From an optimization exercise on the open Yosys and OpenROAD flow, aimed at small area; shortcuts taken in it are not production practice.
Function was checked by simulation only, so behaviour that the tests miss may differ from the original.
No activity file was given, so power comes from the tool's default toggle rates.

## flow/design.v

```verilog
module il_core (
    input  wire        clk,
    input  wire        rst,
    input  wire        start,
    input  wire [15:0] prog_len,
    output wire        busy,
    output wire [15:0] acc,
    output wire [15:0] last_line,
    output wire [4:0]  esp,
    output wire [4:0]  csp,
    output wire        prog_valid,
    output wire [15:0] prog_addr,
    input  wire        prog_ready,
    input  wire [15:0] prog_word,
    input  wire [15:0] prog_opr,
    output wire        mem_valid,
    output wire        mem_we,
    output wire [1:0]  mem_region,
    output wire [4:0]  mem_slot,
    output wire [15:0] mem_wdata,
    input  wire        mem_ready,
    input  wire [15:0] mem_rdata
);
    localparam [3:0] S_IDLE  = 4'd0,
                     S_FETCH = 4'd1,
                     S_OPEN  = 4'd2,
                     S_EPOP  = 4'd3,
                     S_MRD   = 4'd4,
                     S_WPREP = 4'd5,
                     S_MWR   = 4'd6,
                     S_ALU1  = 4'd7,
                     S_ALU2  = 4'd8,
                     S_MD    = 4'd9,
                     S_JMP   = 4'd10,
                     S_CPUSH = 4'd11,
                     S_CPOP  = 4'd12,
                     S_EWAIT = 4'd13,
                     S_ERUN  = 4'd14,
                     S_MRDG  = 4'd15;
    localparam [3:0] C_LE = 4'd0, C_LT = 4'd1, C_STOR = 4'd2, C_LOAD = 4'd4,
                     C_AND = 4'd5, C_OR = 4'd6, C_XOR = 4'd7, C_ADD = 4'd8,
                     C_SUB = 4'd9, C_MUL = 4'd10, C_DIV = 4'd11, C_GT = 4'd12,
                     C_GE = 4'd13, C_EQ = 4'd14, C_NE = 4'd15,
                     C_CLOSE = 4'd3;    
    localparam EW = 21;    
    localparam CW = 16;    
    reg [3:0]  state;
    reg [15:0] line;
    reg [15:0] acc_r;
    reg [15:0] t1;         
    reg [15:0] t2;         
    reg [1:0]  t2x;        
    reg        dsign;      
    reg [4:0]  esp_r;      
    reg [19:0] er;         
    reg        ecar;
    reg        eclr;       
    reg [4:0]  csp_r;
    reg [4:0]  ph;         
    reg [3:0]  code;
    reg        neg;
    reg [EW*20-1:0] ering;
    reg [CW*20-1:0] cring;
    wire [EW-1:0] etap = ering[EW*20-1 -: EW];
    wire [CW-1:0] ctap = cring[CW*20-1 -: CW];
    wire [3:0]  e_code = etap[20:17];
    wire        e_neg  = etap[16];
    wire [15:0] e_acc  = etap[15:0];
    integer i;
    reg [15:0] line_inc;
    reg [16:0] li_c;
    always @(*) begin
        li_c[0] = 1'b1;
        for (i = 0; i < 16; i = i + 1) begin
            line_inc[i] = line[i] ^ li_c[i];
            li_c[i+1]   = line[i] & li_c[i];
        end
    end
    reg [16:0] lt_c;
    always @(*) begin
        lt_c[0] = 1'b0;
        for (i = 0; i < 16; i = i + 1)
            lt_c[i+1] = (!line[i] & prog_len[i]) | (!(line[i] ^ prog_len[i]) & lt_c[i]);
    end
    wire line_lt = lt_c[16];
    wire ed_zero = eclr || ~|er;
    wire ed_sat  = !eclr && &er;
    wire edn     = (code == C_CLOSE);    
    wire e_b     = er[19];
    wire e_cin   = ecar | ((state == S_ERUN) && (ph == 5'd0));
    wire ph_hi   = ph[4] || (ph == 5'd15);    
    function [4:0] updn5;
        input [4:0] v;
        input       dn;
        reg   [5:0] t;
        integer k;
        begin
            t[0] = 1'b1;
            for (k = 0; k < 5; k = k + 1) begin
                updn5[k] = v[k] ^ t[k];
                t[k+1]   = t[k] & (v[k] ^ dn);
            end
        end
    endfunction
    wire [4:0] esp_nx = updn5(esp_r, state == S_FETCH);
    wire [4:0] csp_nx = updn5(csp_r, state == S_FETCH);
    wire [4:0] ph_inc = updn5(ph, 1'b0);
    wire       acc_nz = |acc_r;
    wire [7:0] op_raw = prog_word[7:0];
    wire       op_hi  = |op_raw[7:5];
    wire       op_ok  = !op_hi && !(op_raw[4] && (op_raw[3] || (op_raw[2] && op_raw[1])));   
    wire [4:0] op     = op_ok ? op_raw[4:0] : 5'd0;    
    wire       fi     = prog_word[8];
    wire       fn     = prog_word[9];
    wire       fc     = prog_word[10];
    wire       fg     = prog_word[11];
    wire       cond   = acc_nz ^ fn;
    wire       gate   = !fc || cond;
    wire       is_bin = (!op[4] && (op[3] || (op[2] && (op[1] || op[0])))) ||
                        (op[4] && !op[3] && !op[2] && !op[1]);    
    wire [3:0] op_code = (op == 5'd1) ? C_LOAD : (op == 5'd21) ? C_CLOSE : op[3:0];
    wire       esp_full = (esp_r == 5'd20);
    wire       ph_e     = (ph == esp_r);
    wire       ph_c     = (ph == csp_r);
    wire [10:0] a_hi = t1[15:5];
    wire [4:0]  a_lo = t1[4:0];
    wire        lo_z     = (a_lo == 5'd0);
    wire        lo_gt26  = (a_lo[4] & a_lo[3] & (a_lo[2] | (a_lo[1] & a_lo[0])));    
    wire        lo_1_26  = !lo_z && !lo_gt26;
    wire        lo_ge17  = a_lo[4] & (|a_lo[3:0]);
    wire        lo_le10  = !a_lo[4] & !(a_lo[3] & (a_lo[2] | (a_lo[1] & a_lo[0])));   
    wire        r0  = (a_hi == 11'h000) && lo_1_26;
    wire        r3  = (a_hi == 11'h4E2) && lo_1_26;
    wire        r1  = ((a_hi == 11'h138) && lo_ge17) || ((a_hi == 11'h139) && lo_le10);
    wire        r2  = ((a_hi == 11'h3A9) && lo_ge17) || ((a_hi == 11'h3AA) && lo_le10);
    wire        dec_ok = r0 | r1 | r2 | r3;
    wire [1:0]  dec_rg = {r2 | r3, r1 | r3};
    reg  [4:0]  lo_m1;
    reg  [5:0]  lm_b;
    always @(*) begin
        lm_b[0] = 1'b1;
        for (i = 0; i < 5; i = i + 1) begin
            lo_m1[i]  = a_lo[i] ^ lm_b[i];
            lm_b[i+1] = lm_b[i] & !a_lo[i];
        end
    end
    wire [4:0]  dec_sl = {lo_m1[4] ^ (r1 | r2), lo_m1[3:0]};
    wire        dec_bit = !dec_rg[1];
    wire        c_mul   = (code == C_MUL);
    wire        c_add   = (code == C_ADD);
    wire        c_logic = (code == C_AND) || (code == C_OR) || (code == C_XOR);
    wire        s_open  = (state == S_OPEN);
    wire        c_pass  = (code == C_LOAD) || s_open;
    wire        md_mul  = c_mul && !s_open;
    wire        a_inv   = !(c_add || c_mul || c_logic || c_pass);
    wire        y_inv   = (neg && !s_open) ^ a_inv;
    wire        sub     = a_inv ^ dsign;
    wire [15:0] ay16    = (t1 ^ {16{y_inv ^ dsign}}) & {16{!md_mul || acc_r[15]}};
    wire [17:0] ax      = {t2x, t2};
    wire [17:0] ay      = {sub, sub, ay16};
    wire [17:0] ap      = ax ^ ay;
    wire [17:0] ag      = ax & ay;
    reg  [17:0] sum;
    reg  [18:0] ac;
    always @(*) begin
        ac[0] = sub;
        for (i = 0; i < 18; i = i + 2) begin
            ac[i+1] = ag[i] | (ap[i] & ac[i]);
            ac[i+2] = ag[i+1] | (ap[i+1] & ag[i]) | (ap[i+1] & ap[i] & ac[i]);
        end
        for (i = 0; i < 18; i = i + 1)
            sum[i] = ap[i] ^ ac[i];
    end
    wire        ge      = ac[16];    
    wire        eq      = &ap[15:0];    
    reg [15:0] alu_y;
    always @(*) begin
        case (code)
            C_AND, C_DIV: alu_y = ag[15:0];
            C_OR:   alu_y = ap[15:0] | ag[15:0];
            C_XOR:  alu_y = ap[15:0];
            C_ADD, C_SUB, C_MUL: alu_y = sum[15:0];
            C_GT:   alu_y = {15'd0, ge & !eq};
            C_GE:   alu_y = {15'd0, ge};
            C_EQ:   alu_y = {15'd0, eq};
            C_NE:   alu_y = {15'd0, !eq};
            C_LE:   alu_y = {15'd0, !ge | eq};
            C_LT:   alu_y = {15'd0, !ge};
            default: alu_y = ay16;    
        endcase
        if (s_open) alu_y = ay16;
    end
    wire md_last = (md_mul && ph == 5'd15) || (!md_mul && ph == 5'd0 && eq);
    wire md_exit = md_last || (ph == 5'd16);
    wire acc_e   = (state == S_EPOP) && ph_e && (e_code != C_LOAD);
    wire acc_sh  = (state == S_MD) && !md_last;
    wire acc_en  = ((state == S_OPEN) && !esp_full && ph_e) || acc_e ||
                   (state == S_ALU2) || (state == S_MD);
    always @(posedge clk) begin
        if (rst)
            acc_r <= 16'd0;
        else if (acc_en)
            acc_r <= acc_e ? e_acc : acc_sh ? {acc_r[14:0], !sum[16]} : alu_y;
    end
    wire        md_code = (code == C_MUL) || (code == C_DIV);
    wire        w_prep  = (state == S_WPREP);
    wire        w_bit   = w_prep & dec_bit;
    wire        w_inv   = w_prep & neg;
    wire [15:0] wv      = w_bit ? {15'd0, acc_nz ^ w_inv} : (acc_r ^ {16{w_inv}});
    wire        w_ld    = w_prep || ((state == S_ALU1) && !md_code);
    wire        w_set   = (state == S_FETCH) && (op == 5'd3);
    wire        t2_en   = (state == S_MD) || w_prep || (state == S_ALU1) ||
                          ((state == S_FETCH) && prog_ready && line_lt && (op == 5'd3 || op == 5'd4) && cond);
    always @(posedge clk) begin
        if (rst)
            dsign <= 1'b0;    
        else if (t2_en && state == S_MD)
            dsign <= sum[16] & !md_mul & !md_exit;    
        else if (t2_en)
            dsign <= 1'b0;
    end
    always @(posedge clk) begin
        if (t2_en) begin
            if (state == S_MD) begin
                t2x   <= sum[16:15];
                t2    <= {sum[14:0], acc_r[15] & !md_mul};
            end else begin
                t2x   <= 2'd0;
                t2  <= (w_ld ? wv : 16'd0) | {15'd0, w_set};
            end
        end
    end
    wire        rd_load = (code == C_LOAD);
    wire        i_load  = rd_load & neg;
    wire [15:0] rdv     = !dec_ok ? {16{i_load}} :
                          dec_bit ? {{15{i_load}}, mem_rdata[0]} : mem_rdata;
    wire e_we = (state == S_OPEN) && !esp_full && ph_e;
    wire c_we = (state == S_CPUSH) && ph_c;
    always @(posedge clk) begin
        if (rst) begin
            eclr <= 1'b1;
            ecar <= 1'b0;
        end else begin
            if (ph == 5'd19) eclr <= 1'b0;
            ecar <= e_cin & (ph_hi ? (ph != 5'd19) : (e_b ^ edn));
        end
        er <= {er[18:0], (e_b ^ e_cin) & !(rst || eclr)};
    end
    always @(posedge clk) begin
        ering <= {ering[EW*19-1:0], e_we ? {code, neg, acc_r} : etap};
        cring <= {cring[CW*19-1:0], c_we ? line : ctap};
    end
    always @(posedge clk) begin
        if (rst) begin
            state <= S_IDLE;
            esp_r <= 5'd0;
            csp_r <= 5'd0;
            ph    <= 5'd0;
        end else begin
            ph <= (ph == 5'd19) ? 5'd0 : ph_inc;
            case (state)
            S_IDLE: begin
                if (start) begin
                    line  <= 16'd0;
                    state <= S_FETCH;
                end
            end
            S_FETCH: begin
                if (!line_lt) begin
                    state <= S_IDLE;
                end else if (prog_ready) begin
                    t1   <= prog_opr;
                    code <= op_code;
                    neg  <= fn && !(op == 5'd1 && fi && !fg);    
                    line <= line_inc;    
                    case (op)
                    5'd1: begin    
                        if (fg)      state <= S_OPEN;
                        else if (fi) state <= S_ALU2;
                        else         state <= S_MRD;
                    end
                    5'd2: begin    
                        state <= fg ? S_OPEN : S_WPREP;
                    end
                    5'd3, 5'd4: begin    
                        if (cond) begin
                            state <= S_MWR;
                        end
                    end
                    5'd18: begin   
                        if (gate) begin state <= S_JMP; end
                    end
                    5'd19: begin   
                        if (gate && csp_r != 5'd20) begin state <= S_CPUSH; end
                    end
                    5'd20: begin   
                        if (gate) begin
                            if (csp_r != 5'd0) begin
                                csp_r <= csp_nx;
                                state <= S_CPOP;
                            end else begin
                                line <= 16'hFFFF;
                            end
                        end
                    end
                    5'd21: begin   
                        if (!ed_zero) begin
                            state <= S_EWAIT;
                        end else if (esp_r != 5'd0) begin
                            esp_r <= esp_nx;
                            state <= S_EPOP;
                        end
                    end
                    default: begin
                        if (is_bin) begin
                            if (!fi) state <= fg ? S_MRDG : S_MRD;
                            else if (fg) state <= S_OPEN;
                            else state <= S_ALU1;
                        end
                    end
                    endcase
                end
            end
            S_OPEN: begin
                if (esp_full) begin
                    if (!ed_sat) begin
                        state <= S_EWAIT;
                    end else begin
                        state <= S_FETCH;
                    end
                end else if (ph_e) begin
                    esp_r <= esp_nx;
                    state <= S_FETCH;
                end
            end
            S_EPOP: begin
                if (ph_e) begin
                    code <= e_code;
                    neg  <= e_neg;
                    t1   <= acc_r;
                    if (e_code == C_LOAD) begin
                        state <= S_MRD;
                    end else if (e_code == C_STOR) begin
                        state <= S_WPREP;
                    end else begin
                        state <= S_ALU1;
                    end
                end
            end
            S_MRD, S_MRDG: begin
                if (!dec_ok || mem_ready) begin
                    t1 <= rdv;
                    if (rd_load) state <= S_ALU2;
                    else if (state == S_MRDG) state <= S_OPEN;
                    else state <= S_ALU1;
                end
            end
            S_WPREP: begin
                state <= S_MWR;
            end
            S_MWR: begin
                if (!dec_ok || mem_ready) begin
                    state <= S_FETCH;
                end
            end
            S_ALU1: begin
                if (md_code) begin
                    if (ph == 5'd19) state <= S_MD;
                end else begin
                    state <= S_ALU2;
                end
            end
            S_ALU2: begin
                state <= S_FETCH;
            end
            S_MD: begin
                if (md_exit) state <= S_FETCH;
            end
            S_EWAIT: begin
                if (ph == 5'd19) state <= S_ERUN;
            end
            S_ERUN: begin
                if (ph == 5'd19) begin
                    state <= S_FETCH;
                end
            end
            S_JMP: begin
                line  <= t1;
                state <= S_FETCH;
            end
            S_CPUSH: begin
                if (ph_c) begin
                    csp_r <= csp_nx;
                    line  <= t1;
                    state <= S_FETCH;
                end
            end
            S_CPOP: begin
                if (ph_c) begin
                    line  <= ctap;
                    state <= S_FETCH;
                end
            end
            default: state <= S_IDLE;
            endcase
        end
    end
    assign busy       = (state != S_IDLE);
    assign acc        = acc_r;
    assign last_line  = line;
    assign esp        = esp_r;
    assign csp        = csp_r;
    assign prog_valid = (state == S_FETCH) && line_lt;
    assign prog_addr  = line;
    assign mem_valid  = ((state == S_MRD) || (state == S_MRDG) || (state == S_MWR)) && dec_ok;
    assign mem_we     = (state == S_MWR);
    assign mem_region = dec_rg;
    assign mem_slot   = {dec_sl[4] & dec_ok, dec_sl[3:0]};    
    assign mem_wdata  = t2;
endmodule
```

## flow/flow/run.sh

```bash
#!/bin/bash
# The standard layout (the standard.sh), with two changes: the port
# buffers are sky130_fd_sc_hd__buf_1, and clock tree synthesis gets its own
# clustering arguments and no dummy loads.
set -euo pipefail
bash standard.sh finish "BUFFER_PORTS_ARGS=-buffer_cell sky130_fd_sc_hd__buf_1" \
  "CTS_ARGS=-sink_clustering_enable -repair_clock_nets -sink_clustering_size 32 -sink_clustering_max_diameter 80 -buf_list sky130_fd_sc_hd__clkbuf_16 -dont_use_dummy_load" \
  > standard_flow.log 2>&1
```

## flow/standard.sh

```bash
#!/bin/bash
# synth_recipe.tcl (not shown) runs the flow's synth.tcl, then flattens the netlist and writes it again
# the make line also repeats each setting of config.mk as NAME=value (left out here)
make -C /OpenROAD-flow-scripts/flow DESIGN_CONFIG=/design/flow/config.mk WORK_HOME=/design/flow/orfs CLKGATE_MAP_FILE= SYNTH_SCRIPT=/design/flow/synth_recipe.tcl "${@:-finish}"
```

## flow/config.mk

```make
export PLATFORM = sky130hd
export DESIGN_NAME = il_core
export DESIGN_NICKNAME = il_core
export VERILOG_FILES = /design/flow/design.v
export SDC_FILE = /design/flow/constraint.sdc
export NUM_CORES = 4
export LEC_CHECK = 0
export CAP_MARGIN = 0
export CORE_MARGIN = 2
export CORE_UTILIZATION = 65
export SLEW_MARGIN = 0
```

## flow/constraint.sdc

```tcl
create_clock -name core_clock -period 8.0 [get_ports {clk}]
set_input_delay 1.6000 -clock core_clock [delete_from_list [all_inputs] [get_ports {clk}]]
set_output_delay 1.6000 -clock core_clock [all_outputs]
set_load 0.01 [all_outputs]
```

==> results of run 1 <==
report_power, final:
group	switching [mW]	internal (mW)	total (mW)
Clock	1.20	0.815	2.01
Combinational	0.402	0.242	0.643
Sequential	0.0625	4.33	4.39
Total	1.66	5.39	7.05
metal layers:
metal | wire length, µm | share of wire
met5 | 0 | 0
met4 | 1890 | 0.033
met3 | 3610 | 0.063
met2 | 27600 | 0.49
met1 | 23800 | 0.42
worst max-delay path by stage:
stage                endpoint  slack [ps]
floorplan           acc_r[13]        3080
global placement    acc_r[13]        1930
detailed placement  acc_r[13]        1860
CTS                 acc_r[13]        1830
global route        acc_r[13]        1410
finish              acc_r[13]        1810
cell families after synthesis:
kind of cell               share of synthesized area
xor gates and xnor gates                      0.0262
buffers and inverters                         0.0272
DFF                                            0.719
muxes                                         0.0211
AOI/OAI and AO/OA                             0.0764
adders and majority gates                     0.0444
and+or+nand+nor                               0.0853
through the flow:
stage	hold slack [ps]	worst slack [ps]	area, µm²	power (mW)
floorplan	310	3080	24500	4.92
global placement	310	1930	25400	5.10
detailed placement	312	1860	25400	5.12
CTS	278	1830	26300	7.07
global route	273	1410	26300	7.28
finish	279	1810	26300	7.05
sequential cells by signal (all words and copies together), names as in the netlist:
register  cells
acc_r        16
code          4
cring       320
csp_r         5
dsign         1
ecar          1
eclr          1
er           20
ering       420
esp_r         5
line         16
neg           1
ph            5
state         4
t1           16
t2           16
t2x           1
layout make-up:
cell class	instances	area, µm²
inverter	76	285
fill	2484	11100
clock buffer	36	901
tap	511	639
sequential	852	17600
timing repair buffer	164	672
multi-input combinational	887	6220
critical path, cell delays in order, from the launching register on:
cell	delay [ps]
dfxtp_1	710
nor4b_4	470
nor3_4	110
xnor2_4	200
xnor2_4	610
xnor2_1	110
or2_2	320
ha_1	390
nand3_1	140
o21ba_2	160
nor3_1	650
nand2_1	110
nand2_1	100
nand2_1	100
a21o_1	210
a21o_1	190
fa_1	420
xnor2_1	220
o22ai_1	120
a221oi_1	310
a22oi_1	170
a22oi_1	230
nor2_1	60
placed cells by master (no fill, tap or decap), types with 11 or more instances in the layout:
cell type	n
buf_4	15
nand2_1	115
a21oi_1	46
a22oi_1	33
xor2_1	38
nor3_1	23
ha_1	74
inv_1	75
nor2b_1	11
edfxtp_1	54
xnor2_1	29
o22ai_1	18
nand4_1	15
mux2_2	40
nor4_1	16
clkbuf_16	36
and3_1	16
dfxtp_1	798
o21ai_0	82
or2_2	11
a21o_1	13
nand3_1	58
nor2_1	79
buf_1	149
==> impl_metrics.ini, run 1 <==
[critical_path]
setup.worst_path.class = flip-flop to flip-flop
cp_max_fo = 17
r2r_setup_slack_ps = 1810
cp-startpoint = state[1]
regToRegStartpoint = state[1]
endpoint_kind = flip-flop
cp.required_ps = 8470
reg2regPathDepth = 22
worstSetupStartpointType = flip-flop
arrival_ps = 6670
rr_endpoint = acc_r[13]

[logic_synthesis]
yosys-top-cells-area = dfxtp_1 65%, edfxtp_1 6.6%, ha_1 3.8%
synth-edff-count = 54
syn-num-nets = 2044
ys_async_sr_fraction = 0
yosys_warnings = 1
yosysSeqAreaShare = 0.719
yosysTopAreaCellShare = 0.653
synthCells = 1893
ys_ff_latch = 852
synth_cell_types = 81
syn-cell-area_um2 = 24500
synth_largest_area_cell = dfxtp_1
synthFlopType = dfxtp_1
yosys.cell_count.top_type = dfxtp_1
synthTopCellsByCount = 798 x dfxtp_1, 115 x nand2_1, 82 x o21ai_0, 79 x nor2_1, 75 x inv_1
syn_area_per_cell_um2 = 12.9

[global_route]
grt_max_degree = 33
top_usage_layer = met2
grt_pass1_vias = 14364
antenna_found_initial = 0
use_met1 = 0.381
grt_usage = 0.293
grt.met3_usage = 0.0491
grt_pass1_wl_um = 85100
grt_overflow = 0
grt_use_met2 = 0.498

[hold_path]
min_to = cring[64]
hold_depth = 0
hold_class = flip-flop to flip-flop
hp-start = cring[48]

[placed_design]
gp_congestion = 0.908
hpwlAfterDp_um = 37900
port_buffers = 149
dp.cells = 2490

[timing]
post-route-period-util = 0.774
finalCriticalPeriod_ps = 6190
hold_viol_final = 0
slew_viol_final = 0
setup_viol = 0
rsz0062_at_grt = no
max_freq_ghz = 0.162
fin_setup_tns_ps = 0
fin_skew_ps = 64.4
slew_headroom = 0.0919
tightest_slew_ps = 1360

[floorplanning]
die_h_um = 198
ios = 154
start_util = 0.654
die_x_um = 198
rows = 71
die-area_um2 = 39200
core_um2 = 37400

[power]
power_density_nw_per_um2 = 268
p_leak_nw = 10.6
peakVddDrop_uv = 309

[layout]
final_cells = 2526
nets = 2168
fin_util = 0.703
area_growth_pct = 7.56
n_antenna_cell = 0
drive_gt1_frac = 0.0640

[route]
vias = 14250
wirelength_um = 57000
viasPerCell = 5.64
ant_nets = 0
drtPass1Iterations = 5
drtIter0Drc = 1263
post_drt_wl_per_cell_um = 22.5
drc = 0

[clock_tree]
clk_latency_ps = 590
clkTransAtPathRegs_ps = 110
post_cts.repair.setup_buffers = 0
cts_max_level = 2
cts_max_path_buffers = 3
ctsResizeCount = 0
hold_buffers = 0
cts_tree = built
root_buffer = clkbuf_16
cts_buffers = 36
clock_sinks = 852

[outcome]
status = no timing/DRC/antenna violations

[run]
maxCapViolCount = 0
==> run 2, diff against run 1 <==
--- a/flow/config.mk
+++ b/flow/config.mk
@@ -5,7 +5,8 @@
 export SDC_FILE = /design/flow/constraint.sdc
 export NUM_CORES = 4
 export LEC_CHECK = 0
-export CAP_MARGIN = 0
+export CAP_MARGIN = 20
 export CORE_MARGIN = 2
 export CORE_UTILIZATION = 65
-export SLEW_MARGIN = 0
+export GPL_TIMING_DRIVEN = 0
+export SLEW_MARGIN = 20
==> run 2 against run 1 <==
Effect of this change:
- hold slack lost 0.98 ps
- synthesized cell count unchanged
- utilization rose by 0.70 points
- die area did not move
- sequential power barely moved
- global-route usage up 1.9 points
- largest cell class unchanged
- clock-buffer cell count fell by 1
- largest power group unchanged
==> impl_metrics.ini, run 2 <==
[outcome]
status = no timing/DRC/antenna violations

[global_route]
grt_overflow = 0
top_usage_layer = met2
use_met1 = 0.409
antenna_found_initial = 1
grt_usage = 0.311
grt_pass1_wl_um = 89400
grt_max_degree = 33
grt.met3_usage = 0.0448
grt_use_met2 = 0.521
grt_pass1_vias = 14653

[route]
drtPass1Iterations = 5
drc = 0
vias = 14696
post_drt_wl_per_cell_um = 23.2
drtIter0Drc = 1199
wirelength_um = 60000
viasPerCell = 5.67
ant_nets = 0

[run]
maxCapViolCount = 0

[logic_synthesis]
synthTopCellsByCount = 798 x dfxtp_1, 115 x nand2_1, 82 x o21ai_0, 79 x nor2_1, 75 x inv_1
synth_largest_area_cell = dfxtp_1
yosys_warnings = 1
yosysSeqAreaShare = 0.719
yosysTopAreaCellShare = 0.653
synthCells = 1893
synth-edff-count = 54
syn-num-nets = 2044
ys_async_sr_fraction = 0
yosys.cell_count.top_type = dfxtp_1
yosys-top-cells-area = dfxtp_1 65%, edfxtp_1 6.6%, ha_1 3.8%
synth_cell_types = 81
syn_area_per_cell_um2 = 12.9
ys_ff_latch = 852
synthFlopType = dfxtp_1
syn-cell-area_um2 = 24500

[layout]
largest_reg_flops = 420
area_growth_pct = 8.62
drive_gt1_frac = 0.0679
regMostFlops = ering
final_common_cell = dfxtp_1
final_cell_mix = 798 x dfxtp_1, 152 x buf_1, 115 x nand2_1, 82 x o21ai_0, 79 x nor2_1
fillCellCount = 2478
reg_top3 = ering (420), cring (320), er (20)
nets = 2231

[timing]
hold_viol_final = 0
finalCriticalPeriod_ps = 6090
post-route-period-util = 0.761
fin_skew_ps = 99.2
hold_slack_ps = 278
tightest_slew_ps = 1240
fin_ws_ps = 1910
slew_viol_final = 0
max_freq_ghz = 0.164
rsz0062_at_grt = no
fin_setup_tns_ps = 0
setup_viol = 0
slew_headroom = 0.174

[clock_tree]
cts_max_path_buffers = 3
cts_max_level = 2
clock_sinks = 852
clkTransAtPathRegs_ps = 120
ctsResizeCount = 0
cts_tree = built
root_buffer = clkbuf_16
clk_latency_ps = 610
hold_buffers = 0
post_cts.repair.setup_buffers = 0
cts_buffers = 35

[floorplanning]
die_x_um = 198
ios = 154
core_um2 = 37400
rows = 71
die_h_um = 198
die-area_um2 = 39200
start_util = 0.654

[power]
power_density_nw_per_um2 = 266
p_leak_nw = 10.7
peakVddDrop_uv = 258
p_total_mw = 7.07

[critical_path]
setup.worst_path.class = flip-flop to flip-flop
cp.required_ps = 8440
arrival_ps = 6530
worstSetupStartpointType = flip-flop
crit_path_max_incr_delay_ps = 570
crit_chain = nor4b_4 -> nor3_4 -> xnor2_4 -> xnor2_4 -> buf_6 -> xnor2_1 -> or2_2 -> ha_1 -> clkbuf_1 -> nand3_1 -> o21ba_2 -> nor3_1 -> nor2b_1 -> o21ai_0 -> a21oi_1 -> a21o_1 -> a21o_1 -> fa_1 -> inv_1 -> o32ai_1 -> a21oi_1 -> a32oi_1 -> a22oi_1 -> nor2_1
endpoint_kind = flip-flop
cp_slowest_cell = nor3_1
cp_max_fo = 10

[placed_design]
gp_congestion = 0.940
hpwlAfterDp_um = 41100
port_buffers = 147
pre_cts_ws_ps = 2040

[hold_path]
hold_class = flip-flop to flip-flop
run 2: changes by cell type in the layout (fill, tap and decap cells not counted), sizes merged:
cell    before  now
clkbuf      36   83
diode        0    1
buf        164  180
run 2: worst max-delay path: cells and delay by family, from the launching register on:
kind / cells / cell delay, ps
simple gates: 7 / 1850
compound gates: 9 / 1690
fa+ha+maj: 2 / 750
xor+xnor: 3 / 660
flops: 1 / 520
buf+inv: 3 / 500
run 2: area by class of cell:
class	count	area, µm²	share of cell area
antenna	1	2.50	0.0000942
buffer	78	379	0.0143
clock buffer	35	876	0.0330
inverter	76	285	0.0107
multi-input combinational	887	6220	0.234
sequential	852	17600	0.662
tap	511	639	0.0241
timing repair buffer	150	574	0.0216
run 2: cells by family (layout without fill, tap and decap cells):
logic type	after synthesis	count (layout)	share of synthesized area
compound gates	285	285	0.0764
xor+xnor	69	69	0.0262
fa+ha+maj	82	82	0.0444
buf+inv	154	339	0.0272
flops	852	852	0.719
mux	45	45	0.0211
other cells	0	1	0
simple gates	406	406	0.0853
run 2: worst paths after layout:
kind | start | endpoint | slack, ps | cells after the start
max | state[1] | acc_r[9] | 1910 | 24
min | ering[177] | ering[198] | 280 | 0
max reg2reg | state[1] | acc_r[9] | 1910 | 24
min reg2reg | ering[177] | ering[198] | 280 | 0
run 2: through the flow:
step / area (µm²) / util / std cells
floorplan: 24500 / - / 1893
global placement: 25700 / 0.686 / 2551
detailed placement: 25700 / 0.687 / 2554
CTS: 26600 / 0.710 / 2589
global route: 26600 / 0.710 / 2589
finish: 26600 / 0.710 / 2590
run 2: power by group:
| part | leakage [nW] | internal [mW] | total (mW) | switching (mW) |
|---|---|---|---|---|
| registers | 6.94 | 4.33 | 4.38 | 0.0504 |
| logic | 3.30 | 0.260 | 0.691 | 0.431 |
| clock network | 0.431 | 0.794 | 2.00 | 1.20 |
run 2: routing by layer:
layer,part of all wire,wire [µm],up-vias
li1,-,-,6779
met1,0.41,24700,7101
met2,0.48,28800,654
met3,0.067,4000,162
met4,0.042,2530,0
met5,0,0,-
==> run 3, diff against run 2 <==
--- a/flow/config.mk
+++ b/flow/config.mk
@@ -8,5 +8,4 @@
 export CAP_MARGIN = 20
 export CORE_MARGIN = 2
 export CORE_UTILIZATION = 65
-export GPL_TIMING_DRIVEN = 0
 export SLEW_MARGIN = 20
==> run 3 against run 2 <==
Effect of this change:
- highest routed layer unchanged
- area after synthesis stayed put
- critical path depth is 2 lower
- non-clock buffer count is 64 lower
- clock power hardly changed
- critical endpoint is now acc_r[13]
==> impl_metrics.ini, run 3 <==
[floorplanning]
core_um2 = 37400
start_util = 0.654
rows = 71
die_x_um = 198
ios = 154
die-area_um2 = 39200
die_h_um = 198

[placed_design]
gp_congestion = 0.908
place_area_um2 = 25400
dp.cells = 2490
port_buffers = 149
hpwlAfterDp_um = 37900
pre_cts_ws_ps = 1860

[logic_synthesis]
yosys.cell_count.top_type = dfxtp_1
ys_ff_latch = 852
syn-num-nets = 2044
syn_area_per_cell_um2 = 12.9
ys_async_sr_fraction = 0
synth-edff-count = 54
synthFlopType = dfxtp_1
synthCells = 1893
syn-cell-area_um2 = 24500
synth_largest_area_cell = dfxtp_1
yosysSeqAreaShare = 0.719
synth_cell_types = 81
yosysTopAreaCellShare = 0.653
synthTopCellsByCount = 798 x dfxtp_1, 115 x nand2_1, 82 x o21ai_0, 79 x nor2_1, 75 x inv_1
yosys_warnings = 1
yosys-top-cells-area = dfxtp_1 65%, edfxtp_1 6.6%, ha_1 3.8%

[global_route]
grt_pass1_vias = 14364
grt_pass1_wl_um = 85100
grt_overflow = 0
antenna_found_initial = 0
grt_max_degree = 33
grt_usage = 0.293

[layout]
area_growth_pct = 7.59
final_common_cell = dfxtp_1
seqCellArea_um2 = 17600
reg_top3 = ering (420), cring (320), er (20)
final_cells = 2526
post-route-cell-area_um2 = 26300
fillCellCount = 2482
n_antenna_cell = 0
regMostFlops = ering
drive_gt1_frac = 0.0650
multi_input_area_um2 = 6220
largest_reg_flops = 420
final_cell_mix = 798 x dfxtp_1, 149 x buf_1, 115 x nand2_1, 82 x o21ai_0, 78 x nor2_1
nets = 2168

[timing]
hold_slack_ps = 277
slew_viol_final = 0
slew_headroom = 0.218
fin_skew_ps = 62.0
setup_viol = 0
fin_setup_tns_ps = 0
post-route-period-util = 0.777
tightest_slew_ps = 1170
rsz0062_at_grt = no
max_freq_ghz = 0.161
hold_viol_final = 0
finalCriticalPeriod_ps = 6210
fin_ws_ps = 1790

[hold_path]
hp-start = cring[48]
hold_class = flip-flop to flip-flop

[critical_path]
crit_chain = nor4b_4 -> nor3_4 -> xnor2_4 -> xnor2_4 -> xnor2_1 -> or2_2 -> ha_1 -> nand3_1 -> o21ba_2 -> nor3_1 -> nand2_1 -> nand2_1 -> nand2_1 -> a21o_1 -> a21o_1 -> fa_1 -> xnor2_1 -> o22ai_1 -> a221oi_1 -> a22oi_1 -> a22oi_1 -> nor2_1
crit_path_frequent_cell = nand2_1
r2r_setup_slack_ps = 1790
cp_max_fo = 21
crit_path_max_incr_delay_ps = 910
arrival_ps = 6690
cp.required_ps = 8470
regToRegStartpoint = state[2]
setup.worst_path.class = flip-flop to flip-flop
cp-startpoint = state[2]
worstSetupStartpointType = flip-flop
cp_slowest_cell = dfxtp_1
endpoint_kind = flip-flop

[power]
p_leak_nw = 10.6
peakVddDrop_uv = 309
power_density_nw_per_um2 = 268

[clock_tree]
ctsResizeCount = 0
cts_max_path_buffers = 3
cts_buffers = 36
clk_latency_ps = 590
cts_tree = built
clock_sinks = 852
clkTransAtPathRegs_ps = 110
root_buffer = clkbuf_16
post_cts.repair.setup_buffers = 0
cts_max_level = 2
hold_buffers = 0

[route]
ant_nets = 0
vias = 14330
drtPass1Iterations = 5
drtIter0Drc = 1231
post_drt_wl_per_cell_um = 22.5
drc = 0
wirelength_um = 56900
viasPerCell = 5.67

[outcome]
status = no timing/DRC/antenna violations

[run]
maxCapViolCount = 0
[run 3: layout make-up]
| class | count | area share |
|---|---|---|
| inverters | 76 | 0.0108 |
| flip-flops and latches | 852 | 0.669 |
| multi-input cells | 887 | 0.236 |
| repair buffers | 164 | 0.0255 |
| clock buffers | 36 | 0.0342 |
| well taps | 511 | 0.0243 |
[run 3: path summary, 6_finish.rpt]
path | depth (start not counted) | endpoint
worst min-delay path | 0 | cring[64]
worst min register to register | 0 | cring[64]
worst max register to register | 22 | acc_r[13]
worst max-delay path | 22 | acc_r[13]
[run 3: cells by family after synthesis]
family	share of synthesized area
compound gates	0.0764
flops	0.719
xor+xnor	0.0262
buf+inv	0.0272
mux	0.0211
fa+ha+maj	0.0444
simple gates	0.0853
[run 3: critical path, delay by kind of cell, from the launching register on]
family | cells | cell delay, ps
xor gates and xnor gates | 4 | 1080
adders and majority gates | 2 | 810
DFF | 1 | 910
and+or+nand+nor | 9 | 1920
AOI/OAI and AO/OA | 7 | 1400
[run 3: report_power, final]
group | switching (mW) | internal (mW)
Combinational | 0.401 | 0.242
Clock | 1.19 | 0.815
Sequential | 0.0622 | 4.33
[run 3: routing by layer]
metal / part of all wire / vias to the layer above / wire (µm) / track usage
met4: 0.034 / 0 / 1920 / 0.100
met5: 0 / - / 0 / 0
li1: - / 6668 / - / -
met2: 0.48 / 597 / 27500 / 0.498
met3: 0.067 / 132 / 3800 / 0.0491
met1: 0.42 / 6933 / 23700 / 0.381
[run 3: stage by stage]
step / total power [mW] / util
after floorplan: 4.92 / -
after global placement: 5.10 / 0.679
after detailed placement: 5.12 / 0.679
after CTS: 7.07 / 0.703
after global routing: 7.28 / 0.704
final: 7.05 / 0.704
==> run 4, diff against run 3 <==
==> flow/flow/run.sh (replaced) <==
#!/bin/bash
# The standard layout (the standard.sh), with two changes: the port
# buffers are sky130_fd_sc_hd__buf_1, and clock tree synthesis gets its own
# clustering arguments and no dummy loads.
set -euo pipefail
bash standard.sh finish "BUFFER_PORTS_ARGS=-buffer_cell sky130_fd_sc_hd__buf_1" \
  "CTS_ARGS=-sink_clustering_enable -repair_clock_nets -sink_clustering_size 30 -sink_clustering_max_diameter 70 -buf_list sky130_fd_sc_hd__clkbuf_16 -dont_use_dummy_load" \
  > standard_flow.log 2>&1
==> run 4 against run 3 <==
Effect of this change:
- largest power group unchanged
- final area is 0.29% higher
- largest cell class unchanged
- utilization is 0.20 points higher
- critical path type unchanged
- worst setup slack worse by 29 ps
- critical endpoint unchanged
- global-route usage hardly changed
- total power is 1.1% higher
- synthesized cell count stayed put
==> impl_metrics.ini, run 4 <==
[outcome]
status = no timing/DRC/antenna violations

[critical_path]
arrival_ps = 6710
rr_endpoint = acc_r[13]
regToRegStartpoint = state[1]
r2r_setup_slack_ps = 1760
endpoint_kind = flip-flop
reg2regPathDepth = 22
cp.required_ps = 8470
setup.worst_path.class = flip-flop to flip-flop
cp-startpoint = state[1]
cp-endpoint = acc_r[13]
worstSetupStartpointType = flip-flop
cp_max_fo = 17

[layout]
area_growth_pct = 7.89
post-route-cell-area_um2 = 26400
seqCellArea_um2 = 17600
multi_input_area_um2 = 6220
final_common_cell = dfxtp_1
final_cell_mix = 798 x dfxtp_1, 149 x buf_1, 115 x nand2_1, 82 x o21ai_0, 78 x nor2_1
n_antenna_cell = 0
fin_util = 0.706
fillCellCount = 2491
nets = 2171
reg_top3 = ering (420), cring (320), er (20)
regMostFlops = ering
final_cells = 2529
drive_gt1_frac = 0.0664
largest_reg_flops = 420

[floorplanning]
ios = 154
die_h_um = 198
start_util = 0.654
rows = 71
die-area_um2 = 39200
core_um2 = 37400
die_x_um = 198

[route]
ant_nets = 0
drc = 0
drtPass1Iterations = 6
drtIter0Drc = 1257
viasPerCell = 5.64
post_drt_wl_per_cell_um = 22.5
vias = 14271
wirelength_um = 57000

[logic_synthesis]
yosys-top-cells-area = dfxtp_1 65%, edfxtp_1 6.6%, ha_1 3.8%
ys_ff_latch = 852
synth_largest_area_cell = dfxtp_1
yosysSeqAreaShare = 0.719
synthCells = 1893
synth-edff-count = 54
synthFlopType = dfxtp_1
yosysTopAreaCellShare = 0.653
yosys_warnings = 1
syn_area_per_cell_um2 = 12.9
syn-num-nets = 2044
yosys.cell_count.top_type = dfxtp_1
syn-cell-area_um2 = 24500
synth_cell_types = 81
synthTopCellsByCount = 798 x dfxtp_1, 115 x nand2_1, 82 x o21ai_0, 79 x nor2_1, 75 x inv_1
ys_async_sr_fraction = 0

[power]
power_density_nw_per_um2 = 270
peakVddDrop_uv = 263
p_total_mw = 7.13
netSwitchingPower_mw = 1.68
combPwrFrac = 0.090
p_clk_frac = 0.294
internal_power_mw = 5.45
p_leak_nw = 10.6
switching_share = 0.235
sequentialPowerShare = 0.616

[timing]
tightest_slew_ps = 1160
hold_viol_final = 0
fin_skew_ps = 83.7
fin_ws_ps = 1760
hold_slack_ps = 249
setup_viol = 0
max_freq_ghz = 0.160
post-route-period-util = 0.780
fin_setup_tns_ps = 0
slew_headroom = 0.227
finalCriticalPeriod_ps = 6240
rsz0062_at_grt = no
slew_viol_final = 0

[placed_design]
place_area_um2 = 25400
port_buffers = 149
gp_congestion = 0.908
dp.cells = 2490
pre_cts_ws_ps = 1860
hpwlAfterDp_um = 37900

[clock_tree]
cts_max_level = 2
cts_tree = built
post_cts.repair.setup_buffers = 0
hold_buffers = 0
clk_latency_ps = 620
cts_max_path_buffers = 3
clkTransAtPathRegs_ps = 110
root_buffer = clkbuf_16
clock_sinks = 852
cts_buffers = 39
ctsResizeCount = 0

[global_route]
use_met1 = 0.381
grt.met3_usage = 0.0424
antenna_found_initial = 0
top_usage_layer = met2
grt_usage = 0.293
grt_max_degree = 31
grt_overflow = 0
grt_use_met2 = 0.498
grt_pass1_vias = 14219
grt_pass1_wl_um = 85000

[hold_path]
hold_class = flip-flop to flip-flop

[run]
maxCapViolCount = 0
[run 4: worst min-delay path by stage]
stage,cells after the start,startpoint,end
final,0,ering[60],ering[81]
after CTS,0,ering[60],ering[81]
after global placement,0,ering[150],ering[171]
after global routing,0,ering[60],ering[81]
after floorplan,0,cring[84],cring[100]
after detailed placement,0,cring[302],cring[318]
[run 4: area by class of cell]
cell class | instances | share of cell area
Clock buffer | 39 | 0.0370
Inverter | 76 | 0.0108
Multi-Input combinational cell | 887 | 0.236
Sequential cell | 852 | 0.667
Tap cell | 511 | 0.0242
Timing Repair Buffer | 164 | 0.0255
[run 4: per-layer routing]
layer	up-vias	routed length [µm]
met3	143	3430
met2	554	27400
met5	-	0
met4	0	2160
met1	6911	23900
li1	6663	-
[run 4: power groups by stage]
| stage | logic [mW] | clock network, mW | registers (mW) |
|---|---|---|---|
| detailed placement | 0.627 | 0 | 4.49 |
| finish | 0.641 | 2.09 | 4.39 |
| global placement | 0.612 | 0 | 4.49 |
| global route | 0.704 | 2.26 | 4.40 |
| floorplan | 0.456 | 0 | 4.46 |
| CTS | 0.633 | 2.12 | 4.39 |
[run 4: worst max-delay path: stages, from the launching register on]
cell	delay [ps]
dfxtp_1	740
nor4b_4	480
nor3_4	110
xnor2_4	200
xnor2_4	600
xnor2_1	110
or2_2	310
ha_1	380
nand3_1	130
o21ba_2	160
nor3_1	660
nand2_1	110
nand2_1	100
nand2_1	100
a21o_1	210
a21o_1	190
fa_1	420
xnor2_1	220
o22ai_1	120
a221oi_1	320
a22oi_1	180
a22oi_1	230
nor2_1	60
[run 4: logic make-up after synthesis]
logic type      count (synthesis)  share of synthesized area
xor+xnor                       69                     0.0262
flops                         852                      0.719
fa+ha+maj                      82                     0.0444
mux                            45                     0.0211
buf+inv                       154                     0.0272
simple gates                  406                     0.0853
compound gates                285                     0.0764
==> run 5, diff against run 4 <==
--- a/flow/design.v
+++ b/flow/design.v
@@ -234,6 +234,13 @@
     wire        i_load  = rd_load & neg;
     wire [15:0] rdv     = !dec_ok ? {16{i_load}} :
                           dec_bit ? {{15{i_load}}, mem_rdata[0]} : mem_rdata;
+    wire t1_f = (state == S_FETCH) && line_lt && prog_ready;
+    wire t1_e = (state == S_EPOP) && ph_e;
+    wire t1_m = ((state == S_MRD) || (state == S_MRDG)) && (!dec_ok || mem_ready);
+    wire t1_h = !(t1_f || t1_e || t1_m);
+    always @(posedge clk)
+        t1 <= ({16{t1_f}} & prog_opr) | ({16{t1_e}} & acc_r) |
+              ({16{t1_m}} & rdv) | ({16{t1_h}} & t1);
     wire e_we = (state == S_OPEN) && !esp_full && ph_e;
     wire c_we = (state == S_CPUSH) && ph_c;
     always @(posedge clk) begin
@@ -269,7 +276,6 @@
                 if (!line_lt) begin
                     state <= S_IDLE;
                 end else if (prog_ready) begin
-                    t1   <= prog_opr;
                     code <= op_code;
                     neg  <= fn && !(op == 5'd1 && fi && !fg);    
                     line <= line_inc;    
@@ -337,7 +343,6 @@
                 if (ph_e) begin
                     code <= e_code;
                     neg  <= e_neg;
-                    t1   <= acc_r;
                     if (e_code == C_LOAD) begin
                         state <= S_MRD;
                     end else if (e_code == C_STOR) begin
@@ -349,7 +354,6 @@
             end
             S_MRD, S_MRDG: begin
                 if (!dec_ok || mem_ready) begin
-                    t1 <= rdv;
                     if (rd_load) state <= S_ALU2;
                     else if (state == S_MRDG) state <= S_OPEN;
                     else state <= S_ALU1;
==> flow/flow/run.sh (replaced) <==
#!/bin/bash
# The standard layout (the standard.sh), with two changes: the port
# buffers are sky130_fd_sc_hd__buf_1, and clock tree synthesis gets its own
# clustering arguments and no dummy loads.
set -euo pipefail
bash standard.sh finish "BUFFER_PORTS_ARGS=-buffer_cell sky130_fd_sc_hd__buf_1" \
  "CTS_ARGS=-sink_clustering_enable -repair_clock_nets -sink_clustering_size 16 -sink_clustering_max_diameter 80 -buf_list sky130_fd_sc_hd__clkbuf_16 -sink_clustering_buffer sky130_fd_sc_hd__clkbuf_8 -dont_use_dummy_load" \
  > standard_flow.log 2>&1
==> run 5 against run 4 <==
Effect of this change:
- critical path type unchanged
- flip-flop and latch count unchanged
- largest cell class unchanged
- sequential power is about 10% higher
- clock power fell by 8%
- sequential share of layout area is 0.19 points higher
- hold slack better by 61 ps
- still clean on timing, DRC and antenna
- cell count fell by 1.6%
==> impl_metrics.ini, run 5 <==
[power]
internal_power_mw = 6.08
switching_share = 0.312
sequentialPowerShare = 0.549
combPwrFrac = 0.234
power_density_nw_per_um2 = 339
peakVddDrop_uv = 232
p_leak_nw = 10.5
p_total_mw = 8.84
netSwitchingPower_mw = 2.76
p_clk_frac = 0.218

[logic_synthesis]
synth_cell_types = 80
synthCells = 1882
yosysTopAreaCellShare = 0.670
ys_async_sr_fraction = 0
yosys.cell_count.top_type = dfxtp_1
syn_area_per_cell_um2 = 12.9
yosys-top-cells-area = dfxtp_1 67%, edfxtp_1 4.7%, ha_1 3.8%
ys_ff_latch = 852
synthTopCellsByCount = 814 x dfxtp_1, 88 x nor2_1, 85 x nand2_1, 85 x o21ai_0, 78 x inv_1
synth-edff-count = 38
yosysSeqAreaShare = 0.717
syn-num-nets = 2033
synth_largest_area_cell = dfxtp_1
yosys_warnings = 1
syn-cell-area_um2 = 24300
synthFlopType = dfxtp_1

[critical_path]
critPathTopFamily = simple AND/OR/NAND/NOR gates
cp.required_ps = 8430
cp.buffers_inverters = 2
rr_endpoint = acc_r[11]
setup.worst_path.class = flip-flop to flip-flop
regToRegStartpoint = state[1]
crit_path_max_incr_delay_ps = 890
reg2regPathDepth = 18
endpoint_kind = flip-flop
cp_max_fo = 19
r2r_setup_slack_ps = 1840
cp_slowest_cell = xnor3_1
worstSetupStartpointType = flip-flop
arrival_ps = 6590
crit_chain = nor4b_4 -> nor3_1 -> xnor3_1 -> xnor2_1 -> nor2_1 -> inv_1 -> ha_1 -> a2111o_1 -> o32a_1 -> nand3_1 -> or4b_2 -> fa_1 -> inv_1 -> o32ai_1 -> a21oi_1 -> nand3_1 -> o21ai_0 -> o21ai_0
cp-startpoint = state[1]

[clock_tree]
cts_max_level = 2
clkTransAtPathRegs_ps = 90
ctsResizeCount = 0
clk_latency_ps = 570
cts_tree = built
post_cts.repair.setup_buffers = 0
clock_sinks = 852
cts_max_path_buffers = 3
hold_buffers = 0
root_buffer = clkbuf_16
cts_buffers = 60

[route]
viasPerCell = 5.63
ant_nets = 0
vias = 14000
drc = 0
drtPass1Iterations = 5
wirelength_um = 54000
post_drt_wl_per_cell_um = 21.7
drtIter0Drc = 1014

[floorplanning]
start_util = 0.663
die-area_um2 = 39000
core_um2 = 36700
ios = 154
rows = 70
die_h_um = 197
die_x_um = 197

[global_route]
grt_pass1_wl_um = 81300
grt_usage = 0.278
grt_max_degree = 31
grt_overflow = 0
grt_pass1_vias = 13866
antenna_found_initial = 0

[timing]
post-route-period-util = 0.770
rsz0062_at_grt = no
tightest_slew_ps = 1110
fin_setup_tns_ps = 0
fin_skew_ps = 51.3
max_freq_ghz = 0.162
slew_viol_final = 0
slew_headroom = 0.256
setup_viol = 0
hold_viol_final = 0
finalCriticalPeriod_ps = 6160

[layout]
drive_gt1_frac = 0.0782
regMostFlops = ering
n_antenna_cell = 0
reg_top3 = ering (420), cring (320), er (20)
largest_reg_flops = 420
final_common_cell = dfxtp_1
nets = 2173
final_cell_mix = 814 x dfxtp_1, 149 x buf_1, 85 x nand2_1, 84 x nor2_1, 84 x o21ai_0
final_cells = 2488
area_growth_pct = 7.23
fillCellCount = 2511

[placed_design]
gp_congestion = 0.952
dp.cells = 2428
port_buffers = 149
hpwlAfterDp_um = 37100

[hold_path]
hold_depth = 0
hp-start = ering[38]
hold_class = flip-flop to flip-flop
min_to = ering[59]

[outcome]
status = no timing/DRC/antenna violations

[run]
maxCapViolCount = 0
## run 5: cell types whose count changed after synthesis, sizes merged, moves of 9 or more
cell    delta
a222oi    +13
a22o      +13
edfxtp    -16
nand2     -30
a21oi     +14
a221o     +14
or2       +10
dfxtp     +16
a22oi     -16
nand3     -35
and3       -9
## run 5: worst max-delay path by stage
| stage | cells after the start | slack, ps | to |
|---|---|---|---|
| after floorplan | 7 | 2280 | line[0] |
| after global placement | 18 | 2000 | acc_r[11] |
| after detailed placement | 18 | 1940 | acc_r[11] |
| after CTS | 18 | 1930 | acc_r[11] |
| after global routing | 18 | 1520 | acc_r[11] |
| final | 18 | 1840 | acc_r[11] |
## run 5: kinds of logic after synthesis
group,synth area share
AOI/OAI and AO/OA,0.0920
and+or+nand+nor,0.0732
xor gates and xnor gates,0.0247
adders and majority gates,0.0447
DFF,0.717
muxes,0.0201
buffers and inverters,0.0283
## run 5: power groups by stage
stage / Sequential (mW) / Clock (mW) / Combinational [mW]
after global placement: 4.93 / 0 / 1.97
final: 4.85 / 1.93 / 2.07
after detailed placement: 4.94 / 0 / 2.01
after floorplan: 4.80 / 0 / 1.49
after global routing: 4.88 / 2.11 / 2.26
after CTS: 4.85 / 1.97 / 2.03
## run 5: metrics by stage
step	hold slack, ps	util	worst slack (ps)	area, µm²
after floorplan	310	-	2280	24300
after global placement	309	0.686	2000	25200
after detailed placement	312	0.686	1940	25200
after CTS	307	0.710	1930	26100
after global routing	303	0.711	1520	26100
final	310	0.711	1840	26100
## run 5: cell type report
cell class                 instances  area (µm²)  area share
sequential                       852       17400       0.669
multi-input combinational        869        6230       0.239
clock buffer                      60         882      0.0338
timing repair buffer             161         649      0.0249
tap                              468         586      0.0225
inverter                          78         293      0.0112
## run 5: routing by layer
layer	global-route usage	share of wire	vias to the layer above
li1	-	-	6667
met1	0.380	0.44	6711
met2	0.445	0.46	514
met3	0.0478	0.070	108
met4	0.112	0.033	0
met5	0	0	-
==> run 6, diff against run 5 <==
==> flow/flow/run.sh (replaced) <==
#!/bin/bash
# The standard layout (the standard.sh), with two changes: the port
# buffers are sky130_fd_sc_hd__buf_1, and clock tree synthesis gets its own
# clustering arguments and no dummy loads.
set -euo pipefail
bash standard.sh finish "BUFFER_PORTS_ARGS=-buffer_cell sky130_fd_sc_hd__buf_1" \
  "CTS_ARGS=-sink_clustering_enable -repair_clock_nets -sink_clustering_size 32 -sink_clustering_max_diameter 80 -buf_list sky130_fd_sc_hd__clkbuf_16 -dont_use_dummy_load" \
  > standard_flow.log 2>&1
--- a/flow/config.mk
+++ b/flow/config.mk
@@ -7,5 +7,5 @@
 export LEC_CHECK = 0
 export CAP_MARGIN = 20
 export CORE_MARGIN = 2
-export CORE_UTILIZATION = 65
+export CORE_UTILIZATION = 60
 export SLEW_MARGIN = 20
==> run 6 against run 5 <==
Effect of this change:
- still clean
- final area is 0.23% higher
- clock skew is 36 ps higher
- sequential power is essentially flat
- synthesized cell count stayed put
- utilization down 5.6 points
- cell count is 1.2% higher
- non-clock buffer count shrank 1
- flip-flop and latch count is the same
- die area up 8.2%
- clock power hardly changed
- largest cell class unchanged
- highest routed layer unchanged
==> impl_metrics.ini, run 6 <==
[route]
wirelength_um = 50900
drc = 0
drtIter0Drc = 1064
post_drt_wl_per_cell_um = 20.2
met2RoutedLength_um = 22200
wirelength_met1_um = 23500
routed.top_layer = met4
drtPass1Iterations = 7
vias = 13738
viasPerCell = 5.45
ant_nets = 0
wl_met3_um = 3630

[floorplanning]
ios = 154
die_h_um = 205
start_util = 0.609
rows = 73
die_x_um = 205
die-area_um2 = 42200
core_um2 = 39900

[logic_synthesis]
synthCells = 1882
yosys_warnings = 1
yosys-top-cells-area = dfxtp_1 67%, edfxtp_1 4.7%, ha_1 3.8%
synth_largest_area_cell = dfxtp_1
ys_async_sr_fraction = 0
yosysSeqAreaShare = 0.717
yosysTopAreaCellShare = 0.670
syn-cell-area_um2 = 24300
synth-edff-count = 38
synthFlopType = dfxtp_1
syn-num-nets = 2033
yosys.cell_count.top_type = dfxtp_1
synth_cell_types = 80
syn_area_per_cell_um2 = 12.9
synthTopCellsByCount = 814 x dfxtp_1, 88 x nor2_1, 85 x nand2_1, 85 x o21ai_0, 78 x inv_1
ys_ff_latch = 852

[timing]
hold_slack_ps = 287
fin_setup_tns_ps = 0
setup_viol = 0
fin_skew_ps = 86.9
max_freq_ghz = 0.167
post-route-period-util = 0.750
rsz0062_at_grt = no
slew_headroom = 0.337
finalCriticalPeriod_ps = 6000
tightest_slew_ps = 986
fin_ws_ps = 2000
slew_viol_final = 0
hold_viol_final = 0

[critical_path]
cp.required_ps = 8450
worstSetupStartpointType = flip-flop
endpoint_kind = flip-flop
arrival_ps = 6450
crit_path_max_incr_delay_ps = 890
cp_max_fo = 19
cp_slowest_cell = xnor3_1
setup.worst_path.class = flip-flop to flip-flop
crit_chain = nor4b_4 -> nor3_1 -> xnor3_1 -> xnor2_1 -> nor2_1 -> inv_1 -> ha_1 -> a2111o_1 -> o32a_1 -> nand3_1 -> or4b_2 -> fa_1 -> a221oi_1 -> nand2_1 -> o21ai_0 -> o21ai_0
crit_path_frequent_cell = o21ai_0

[run]
maxCapViolCount = 0

[placed_design]
port_buffers = 149
hpwlAfterDp_um = 35200
pre_cts_ws_ps = 2000
gp_congestion = 0.910

[global_route]
grt_usage = 0.243
grt_overflow = 0
grt_pass1_vias = 13262
grt_max_degree = 33
grt_pass1_wl_um = 77200
antenna_found_initial = 0

[layout]
final_cell_mix = 814 x dfxtp_1, 149 x buf_1, 85 x nand2_1, 84 x nor2_1, 84 x o21ai_0
reg_top3 = ering (420), cring (320), er (20)
area_growth_pct = 7.47
drive_gt1_frac = 0.0667
n_antenna_cell = 0
final_common_cell = dfxtp_1
largest_reg_flops = 420
regMostFlops = ering
nets = 2147

[clock_tree]
clk_latency_ps = 600
cts_max_level = 2
root_buffer = clkbuf_16
hold_buffers = 0
cts_tree = built
cts_buffers = 35
cts_max_path_buffers = 3
ctsResizeCount = 0
clkTransAtPathRegs_ps = 100
clock_sinks = 852
post_cts.repair.setup_buffers = 0

[power]
peakVddDrop_uv = 256
power_density_nw_per_um2 = 337
p_total_mw = 8.82
p_leak_nw = 10.4

[hold_path]
hold_class = flip-flop to flip-flop

[outcome]
status = no timing/DRC/antenna violations
==> run 6: final timing paths <==
check | from | to | slack [ps] | cells past startpoint
min reg2reg | cring[28] | cring[44] | 290 | 0
min | cring[28] | cring[44] | 290 | 0
max | state[1] | acc_r[10] | 2000 | 16
max reg2reg | state[1] | acc_r[10] | 2000 | 16
==> run 6: layout make-up <==
class / count / area (µm²)
clock buffer: 35 / 876
inverter: 78 / 293
multi-input combinational: 869 / 6230
tap: 525 / 657
sequential: 852 / 17400
fill: 2989 / 13800
timing repair buffer: 160 / 642
==> run 6: per-layer routing <==
layer / global-route usage / up-vias
met2: 0.374 / 461
li1: - / 6624
met5: 0 / -
met3: 0.0432 / 80
met4: 0.0814 / 0
met1: 0.348 / 6573
==> run 6: cells by family (layout without fill, tap and decap cells) <==
group | Yosys count | in the layout | synth area share
AO/OA/AOI/OAI | 324 | 324 | 0.0920
buffers and inverters | 161 | 273 | 0.0283
multiplexers | 44 | 44 | 0.0201
flip-flops | 852 | 852 | 0.717
XOR/XNOR | 67 | 67 | 0.0247
adder cells (fa/ha/maj) | 82 | 82 | 0.0447
AND/OR/NAND/NOR | 352 | 352 | 0.0732
==> run 6: through the flow <==
stage	util	instance area, µm²	instances
global route	0.655	26100	2519
CTS	0.655	26100	2519
floorplan	-	24300	1882
finish	0.655	26100	2519
global placement	0.632	25200	2484
detailed placement	0.633	25300	2484
==> run 6: power by group <==
group	switching, mW	internal, mW	leakage, nW
Sequential	0.279	4.56	6.93
Clock	1.16	0.792	0.431
Combinational	1.24	0.783	3.08
==> run 6: critical path, delay by kind of cell (launching register included) <==
family | cells | cell delay [ps]
AND/OR/NAND/NOR | 6 | 1880
flip-flops | 1 | 710
AO/OA/AOI/OAI | 5 | 1340
adder cells (fa/ha/maj) | 2 | 880
XOR/XNOR | 2 | 1030
buffers and inverters | 1 | 90
==> run 7, diff against run 6 <==
--- a/flow/config.mk
+++ b/flow/config.mk
@@ -7,5 +7,5 @@
 export LEC_CHECK = 0
 export CAP_MARGIN = 20
 export CORE_MARGIN = 2
-export CORE_UTILIZATION = 60
+export CORE_UTILIZATION = 72
 export SLEW_MARGIN = 20
==> run 7 against run 6 <==
Effect of this change:
- sequential share of layout area is 0.29 points higher
- highest routed layer is now met5
- critical path depth is 2 higher
- via count grew 4.7%
- cell count down 3.1%
- largest power group unchanged
- final area decreased by 0.43%
- first-iteration DRC count up 37%
- routed wire length grew 11%
- synthesized cell count unchanged
- clock power about the same
==> impl_metrics.ini, run 7 <==
[outcome]
status = no timing/DRC/antenna violations

[layout]
regMostFlops = ering
multi_input_area_um2 = 6230
final_common_cell = dfxtp_1
reg_top3 = ering (420), cring (320), er (20)
n_antenna_cell = 0
fillCellCount = 1918
area_growth_pct = 7.02
nets = 2145
final_cells = 2440
largest_reg_flops = 420
seqCellArea_um2 = 17400
drive_gt1_frac = 0.0658
final_cell_mix = 814 x dfxtp_1, 149 x buf_1, 85 x nand2_1, 84 x nor2_1, 84 x o21ai_0

[hold_path]
hold_class = flip-flop to flip-flop
min_to = ering[123]
hp-start = ering[102]
hold_depth = 0

[logic_synthesis]
syn_area_per_cell_um2 = 12.9
yosysTopAreaCellShare = 0.670
ys_async_sr_fraction = 0
synthTopCellsByCount = 814 x dfxtp_1, 88 x nor2_1, 85 x nand2_1, 85 x o21ai_0, 78 x inv_1
syn-num-nets = 2033
syn-cell-area_um2 = 24300
ys_ff_latch = 852
yosys-top-cells-area = dfxtp_1 67%, edfxtp_1 4.7%, ha_1 3.8%
yosys_warnings = 1
synth_cell_types = 80
synthFlopType = dfxtp_1
synthCells = 1882
synth-edff-count = 38
yosysSeqAreaShare = 0.717
synth_largest_area_cell = dfxtp_1
yosys.cell_count.top_type = dfxtp_1

[global_route]
grt_max_degree = 33
grt_pass1_wl_um = 85700
grt_usage = 0.320
grt_overflow = 0
grt_pass1_vias = 14570
antenna_found_initial = 2

[timing]
fin_setup_tns_ps = 0
slew_viol_final = 0
finalCriticalPeriod_ps = 6110
setup_viol = 0
hold_viol_final = 0
fin_skew_ps = 79.1
post-route-period-util = 0.763
rsz0062_at_grt = no
max_freq_ghz = 0.164
tightest_slew_ps = 1090
slew_headroom = 0.266

[route]
drtPass1Iterations = 7
drtIter0Drc = 1461
wl_met3_um = 4270
drc = 0
post_drt_wl_per_cell_um = 23.2
ant_nets = 0
wirelength_met1_um = 23200
vias = 14385
viasPerCell = 5.90
met2RoutedLength_um = 27000
routed.top_layer = met5
wirelength_um = 56600

[power]
p_clk_frac = 0.222
internal_power_mw = 6.15
combPwrFrac = 0.236
p_total_mw = 8.98
switching_share = 0.315
p_leak_nw = 10.4
sequentialPowerShare = 0.542
netSwitchingPower_mw = 2.83
peakVddDrop_uv = 274
power_density_nw_per_um2 = 345

[critical_path]
regToRegStartpoint = state[1]
r2r_setup_slack_ps = 1890
critPathTopFamily = simple AND/OR/NAND/NOR gates
endpoint_kind = flip-flop
cp_slowest_cell = xnor3_1
rr_endpoint = acc_r[11]
setup.worst_path.class = flip-flop to flip-flop
cp.buffers_inverters = 2
reg2regPathDepth = 18
cp.required_ps = 8400
arrival_ps = 6500
cp_max_fo = 19
crit_chain = nor4b_4 -> nor3_1 -> xnor3_1 -> xnor2_1 -> nor2_1 -> inv_1 -> ha_1 -> a2111o_1 -> o32a_1 -> nand3_1 -> or4b_2 -> fa_1 -> inv_1 -> o32ai_1 -> a21oi_1 -> nand3_1 -> o21ai_0 -> o21ai_0
crit_path_max_incr_delay_ps = 910
worstSetupStartpointType = flip-flop

[clock_tree]
clkTransAtPathRegs_ps = 110
clock_sinks = 852
cts_max_level = 2
root_buffer = clkbuf_16
cts_max_path_buffers = 3
cts_tree = built
hold_buffers = 0
ctsResizeCount = 0
clk_latency_ps = 550
post_cts.repair.setup_buffers = 0
cts_buffers = 35

[placed_design]
port_buffers = 149
dp.cells = 2405
gp_congestion = 0.909
hpwlAfterDp_um = 38300

[floorplanning]
die_x_um = 188
core_um2 = 33400
ios = 154
rows = 67
die-area_um2 = 35300
start_util = 0.729
die_h_um = 188

[run]
maxCapViolCount = 0
[run 7: cell type report]
class,instances,share of cell area
multi-input cells,869,0.240
inverters,78,0.0112
repair buffers,158,0.0241
clock buffers,35,0.0337
well taps,448,0.0215
flip-flops and latches,852,0.670
[run 7: worst register-to-register path, stage by stage (launching register included)]
cell      delay, ps
dfxtp_1         710
nor4b_4         620
nor3_1          170
xnor3_1         910
xnor2_1         140
nor2_1          200
inv_1            70
ha_1            370
a2111o_1        440
o32a_1          400
nand3_1         130
or4b_2          620
fa_1            490
inv_1           110
o32ai_1         100
a21oi_1         170
nand3_1          90
o21ai_0         150
o21ai_0         100
[run 7: power by group through the flow]
stage	clock (mW)	combinational, mW	sequential (mW)
2_1_floorplan	0	1.49	4.80
3_3_place_gp	0	1.96	4.92
3_5_place_dp	0	2.03	4.95
4_1_cts	2.00	2.06	4.86
5_1_grt	2.13	2.30	4.89
6_report	1.99	2.12	4.87
[run 7: worst max path at each step]
stage,end,startpoint,slack [ps],depth (start not counted)
CTS,acc_r[11],state[1],1990,18
global route,acc_r[11],state[1],1490,18
detailed placement,acc_r[11],state[1],2010,18
global placement,acc_r[11],state[1],2060,18
finish,acc_r[11],state[1],1890,18
floorplan,line[0],prog_len[6],2280,7
[run 7: through the flow]
stage,area (µm²),worst slack (ps),hold slack (ps),utilization
finish,26000,1890,286,0.780
floorplan,24300,2280,310,-
global placement,25100,2060,310,0.753
global route,26000,1490,291,0.780
CTS,26000,1990,287,0.780
detailed placement,25100,2010,312,0.753
[run 7: routing by layer]
| metal | up-vias | GRT usage |
|---|---|---|
| met5 | - | 0 |
| met4 | 4 | 0.116 |
| met3 | 139 | 0.0490 |
| met2 | 645 | 0.538 |
| met1 | 6974 | 0.423 |
| li1 | 6623 | - |
[run 7: logic make-up (layout without fill, tap and decap cells)]
logic type / Yosys count / count (layout) / share of synthesized area
AO/OA/AOI/OAI: 324 / 324 / 0.0920
XOR/XNOR: 67 / 67 / 0.0247
adder cells (fa/ha/maj): 82 / 82 / 0.0447
buffers and inverters: 161 / 271 / 0.0283
flip-flops: 852 / 852 / 0.717
multiplexers: 44 / 44 / 0.0201
AND/OR/NAND/NOR: 352 / 352 / 0.0732

## separate check: timing with driven ports
How much do the figures lean on ideal ports? The routed layouts below were timed once more, with nothing changed but the port constraints.
Step 1: set_driving_cell puts a clkbuf_16 on clk and a buf_2 on each other input, an assumption about the parent block.
Step 2 adds t to the input delays and takes it off the output delays; t is the mean of the earliest and latest rising clock arrival at the registers after step 1. Input paths then give back, and output paths get back, about the clock's delay inside the block.
Slacks: ideal / step 1 / step 2; pairs: ideal / step 1.
run	t (ns)	setup slack, ns	worst hold slack (ns)	latest minus earliest clock arrival (ns)	slew at the worst register clock pin (ns)
run 1	0.617	1.809 / 1.809 / 1.809	0.279 / 0.279 / 0.279	0.067 / 0.066	0.12 / 0.12
run 2	0.614	1.914 / 1.914 / 1.914	0.278 / 0.278 / 0.278	0.100 / 0.100	0.12 / 0.12
run 3	0.616	1.785 / 1.785 / 1.785	0.277 / 0.277 / 0.277	0.066 / 0.066	0.11 / 0.11
run 4	0.631	1.757 / 1.757 / 1.757	0.249 / 0.249 / 0.249	0.084 / 0.085	0.11 / 0.11
run 5	0.602	1.842 / 1.842 / 1.842	0.310 / 0.310 / 0.310	0.052 / 0.052	0.10 / 0.10
run 6	0.611	1.997 / 1.997 / 1.997	0.287 / 0.287 / 0.287	0.087 / 0.087	0.11 / 0.11
run 7	0.574	1.893 / 1.893 / 1.893	0.286 / 0.286 / 0.286	0.079 / 0.079	0.11 / 0.11
After both steps every run listed still meets setup and hold.
